What follows belongs to an exercise in optimizing a design on an open flow for small area, a short achievable clock period and few clock cycles per item; a production flow would make more cautious choices. No activity file was given, so power comes from the tool's default toggle rates.

Setup of violet:
==> flow/design.v (excerpt) <==
module llmp16_alu (
    input  wire        clk,
    input  wire        rst,           
    input  wire        in_valid,
    output wire        in_ready,
    input  wire [15:0] in_instr,      
    input  wire [15:0] in_a,          
    input  wire [15:0] in_b,          
    output reg         out_valid,
    output reg  [15:0] out_result,
    output reg  [3:0]  out_dest,
    output reg         out_reg_we,
    output wire [3:0]  out_flags,     
    output reg         out_flags_we
);
    genvar gi;
    wire [3:0] cls = in_instr[15:12];
    wire [3:0] t   = in_instr[11:8];
    wire [3:0] fx  = in_instr[7:4];
    wire [3:0] fy  = in_instr[3:0];
    wire       c23 = (cls[3:1] == 3'b001);
    wire       c4  = (cls == 4'b0100);
    wire [9:0] tt;
    generate for (gi = 0; gi < 10; gi = gi + 1) begin : g_t
        assign tt[gi] = (t == gi);
    end endgenerate
    wire i_add = (c23 || c4) && tt[0];                        
    wire i_sub = c23 && tt[1] || c4 && (tt[1] || tt[3]);      
    wire i_cmp = c23 && tt[8];
    wire i_and = c23 && tt[5];
    wire i_tst = c23 && tt[9];
    wire i_or  = c23 && tt[6];
    wire i_xor = c23 && tt[7] || c4 && tt[2];                 
    wire i_shl = c4 && (tt[4] || tt[7]);
    wire i_shr = c4 && (tt[5] || tt[8]);
    wire i_sar = c4 && (tt[6] || tt[9]);
    wire i_mul = c23 && tt[2];
    wire i_div = c23 && tt[3];
    wire i_mod = c23 && tt[4];
    wire i_one = c4 && (tt[0] || tt[1]);                      
    wire i_not = c4 && tt[2];                                 
    wire i_neg = c4 && tt[3];                                 
    wire i_imm = c4 && (tt[7] || tt[8] || tt[9]);             
    wire [15:0] in_a_rev;
    generate for (gi = 0; gi < 16; gi = gi + 1) begin : g_arev
        assign in_a_rev[gi] = in_a[15 - gi];
    end endgenerate
    wire [15:0] d_a = i_neg ? 16'd0 : i_shl ? in_a_rev : in_a;
    wire [15:0] d_b = i_one ? 16'd1 : i_not ? 16'hFFFF : i_neg ? in_a :
                      i_imm ? {12'd0, fy} : in_b;
    wire        d_big = !i_imm && (|in_b[15:5]);
    wire [3:0]  d_msb_a, d_msb_b;
    llmp16_msb u_msb_a (.v(in_a), .p(d_msb_a));
    llmp16_msb u_msb_b (.v(in_b), .p(d_msb_b));
    wire [15:0] in_b_pre;    
    assign in_b_pre[15] = in_b[15];
    generate for (gi = 0; gi < 15; gi = gi + 1) begin : g_bpre
  ...
Size in the first run: about 1900 cells after synthesis, about 97 flip-flops, roughly 79 I/O pins.
Settings: LEC_CHECK=0, ABC_AREA=1, CAP_MARGIN=20, CORE_MARGIN=2, CORE_UTILIZATION=45, SLEW_MARGIN=20; clock period 10.0 ns.
standard.sh (not shown) runs the stock make flow with config.mk's settings and CLKGATE_MAP_FILE= SYNTH_SCRIPT=/design/flow/synth_recipe.tcl, a recipe that flattens the netlist after the stock synthesis.
==> flow/flow/run.sh <==
#!/bin/bash
set -euo pipefail
bash standard.sh SETUP_SLACK_MARGIN=6.3 "BUFFER_PORTS_ARGS=-buffer_cell sky130_fd_sc_hd__buf_1" finish > standard_flow.log 2>&1
Changes in amber relative to violet:
-- flow/design.v --
<<< violet, line 363
    reg [3:0]  msb_a, msb_b;  
    reg [15:0] a_r, b_r;      
    reg        mul_p2;        
    reg        h_r, x_r;      
>>> amber, line 363
    reg [3:0]  msb_a, msb_b;  
    reg [15:0] a_r, b_r;      
    reg        mul_p1;        
    reg        mul_p2;        
    reg        h_r, x_r;      
<<< violet, line 371
    assign in_ready  = ready_r;
    assign out_flags = {out_result[15], out_result == 16'd0, fc_r, fv_r};
    wire [15:0] bx   = b_r ^ {16{sub_r}};
    wire [15:0] g3   = out_result & {16{mul_p2}};
    wire [15:0] f1_s = a_r ^ bx ^ g3;
    wire [15:0] f1_c = (a_r & bx) | (a_r & g3) | (bx & g3);
    wire [16:0] sum  = {1'b0, f1_s} + {1'b0, f1_c[14:0], sub_r};
    wire        cout = f1_c[15] | sum[16];      
    wire        add_c = sub_r ? !cout : cout;
    wire        add_v = (a_r[15] == bx[15]) && (sum[15] != a_r[15]);
    wire        mul_c = h_r || (x_r ^ (^xl_r) ^ f1_c[15] ^ sum[16]);
    wire        div_first = dfirst_r;
    wire        b_zero = (b_r == 16'd0);
>>> amber, line 372
    assign in_ready  = ready_r;
    assign out_flags = {out_result[15], out_result == 16'd0, fc_r, fv_r};
    wire [15:0] f1_s = a_r ^ b_r ^ out_result;
    wire [15:0] f1_c = (a_r & b_r) | (a_r & out_result) | (b_r & out_result);
    wire [15:0] bx   = b_r ^ {16{sub_r}};
    wire [15:0] ad_x = mul_p2 ? f1_s : a_r;
    wire [15:0] ad_y = mul_p2 ? {f1_c[14:0], 1'b0} : bx;
    wire [16:0] sum  = {1'b0, ad_x} + {1'b0, ad_y} + {16'd0, sub_r};
    wire        cout = sum[16];
    wire        add_c = sub_r ? !cout : cout;
    wire        add_v = (a_r[15] == bx[15]) && (sum[15] != a_r[15]);
    wire        mul_c = h_r || (x_r ^ (^xl_r) ^ f1_c[15] ^ cout);
    wire        div_first = dfirst_r;
    wire        b_zero = (b_r == 16'd0);
<<< violet, line 431
    wire        fc = (f_add && add_c) || (f_mul && mul_c) || (f_sh && sh_c);
    wire        fv = f_add && add_v;
    wire mul_p1 = f_mul && !mul_p2;
    wire fin    = v_r && (f_mul ? mul_p2 : f_dm ? div_fin : 1'b1);
    always @(posedge clk) begin
>>> amber, line 433
    wire        fc = (f_add && add_c) || (f_mul && mul_c) || (f_sh && sh_c);
    wire        fv = f_add && add_v;
    wire fin    = v_r && (f_mul ? mul_p2 : f_dm ? div_fin : 1'b1);
    always @(posedge clk) begin
<<< violet, line 465
        end else begin
            dfirst_r <= 1'b0;
            if (mul_p1) begin
                a_r <= csa_r0;
                b_r <= csa_r1;
            end else if (div_first) begin
                b_r <= sh_r;
            end else begin
>>> amber, line 466
        end else begin
            dfirst_r <= 1'b0;
            if (div_first) begin
                b_r <= sh_r;
            end else begin
<<< violet, line 474
                b_r <= {1'b0, b_r[15:1]};
            end
        end
        h_r <= mul_h;
>>> amber, line 472
                b_r <= {1'b0, b_r[15:1]};
            end
        end
        if (mul_p1) begin
            a_r <= csa_r0;
            b_r <= csa_r1;
        end
        h_r <= mul_h;
<<< violet, line 483
            v_r       <= 1'b0;
            out_valid <= 1'b0;
            mul_p2    <= 1'b0;
            div_run   <= 1'b0;
>>> amber, line 485
            v_r       <= 1'b0;
            out_valid <= 1'b0;
            mul_p1    <= 1'b0;
            mul_p2    <= 1'b0;
            div_run   <= 1'b0;
<<< violet, line 488
            out_valid <= fin;
            v_r       <= ready_r ? in_valid : !fin;
            mul_p2    <= v_r && mul_p1;
            div_run   <= v_r && f_dm && !div_fin;
            ready_r   <= ready_r ? !d_multi :
>>> amber, line 491
            out_valid <= fin;
            v_r       <= ready_r ? in_valid : !fin;
            mul_p1    <= ready_r && in_valid && i_mul;
            mul_p2    <= mul_p1;
            div_run   <= v_r && f_dm && !div_fin;
            ready_r   <= ready_r ? !d_multi :
## What came out
amber vs. violet: overall power after layout decreased 20 uW, static leakage power fell by 0.32%, total placed instance area went up. amber vs violet: detailed placer's ending HPWL up slightly. amber vs violet, flip-flop and latch share of the layout cell area went down by 0.19 points.
No functional check of the RTL was part of any run of this note.

## port drivers added, routing unchanged
The results above use ideal ports. As a check the final layouts listed here were re-extracted and re-timed, cells and wires unchanged. Step 1 assumes that a clkbuf_16 drives the clock port and a buf_2 every other input. Step 2 moves the port delays by t, midway between the first and last clock arrival at a register: inputs arrive t later, outputs are due t later. That takes back most of the time a late clock gives input paths. Three values: ideal ports, drivers, drivers and shift; two values: the first two.
| run | t (ns) | slack for setup (ns) | slew at the worst register clock pin (ns) | worst slew at a driven data input, ns |
|---|---|---|---|---|
| violet | 0.414 | 6.342 / 6.289 / 6.053 | 0.08 / 0.08 | 0.04 |
| amber | 0.415 | 6.344 / 6.296 / 6.018 | 0.10 / 0.10 | 0.04 |
After both steps setup and hold are still met in every run listed. For amber, which loses most, drivers alone change the setup slack by -0.048 ns; drivers and shift together by -0.326 ns.
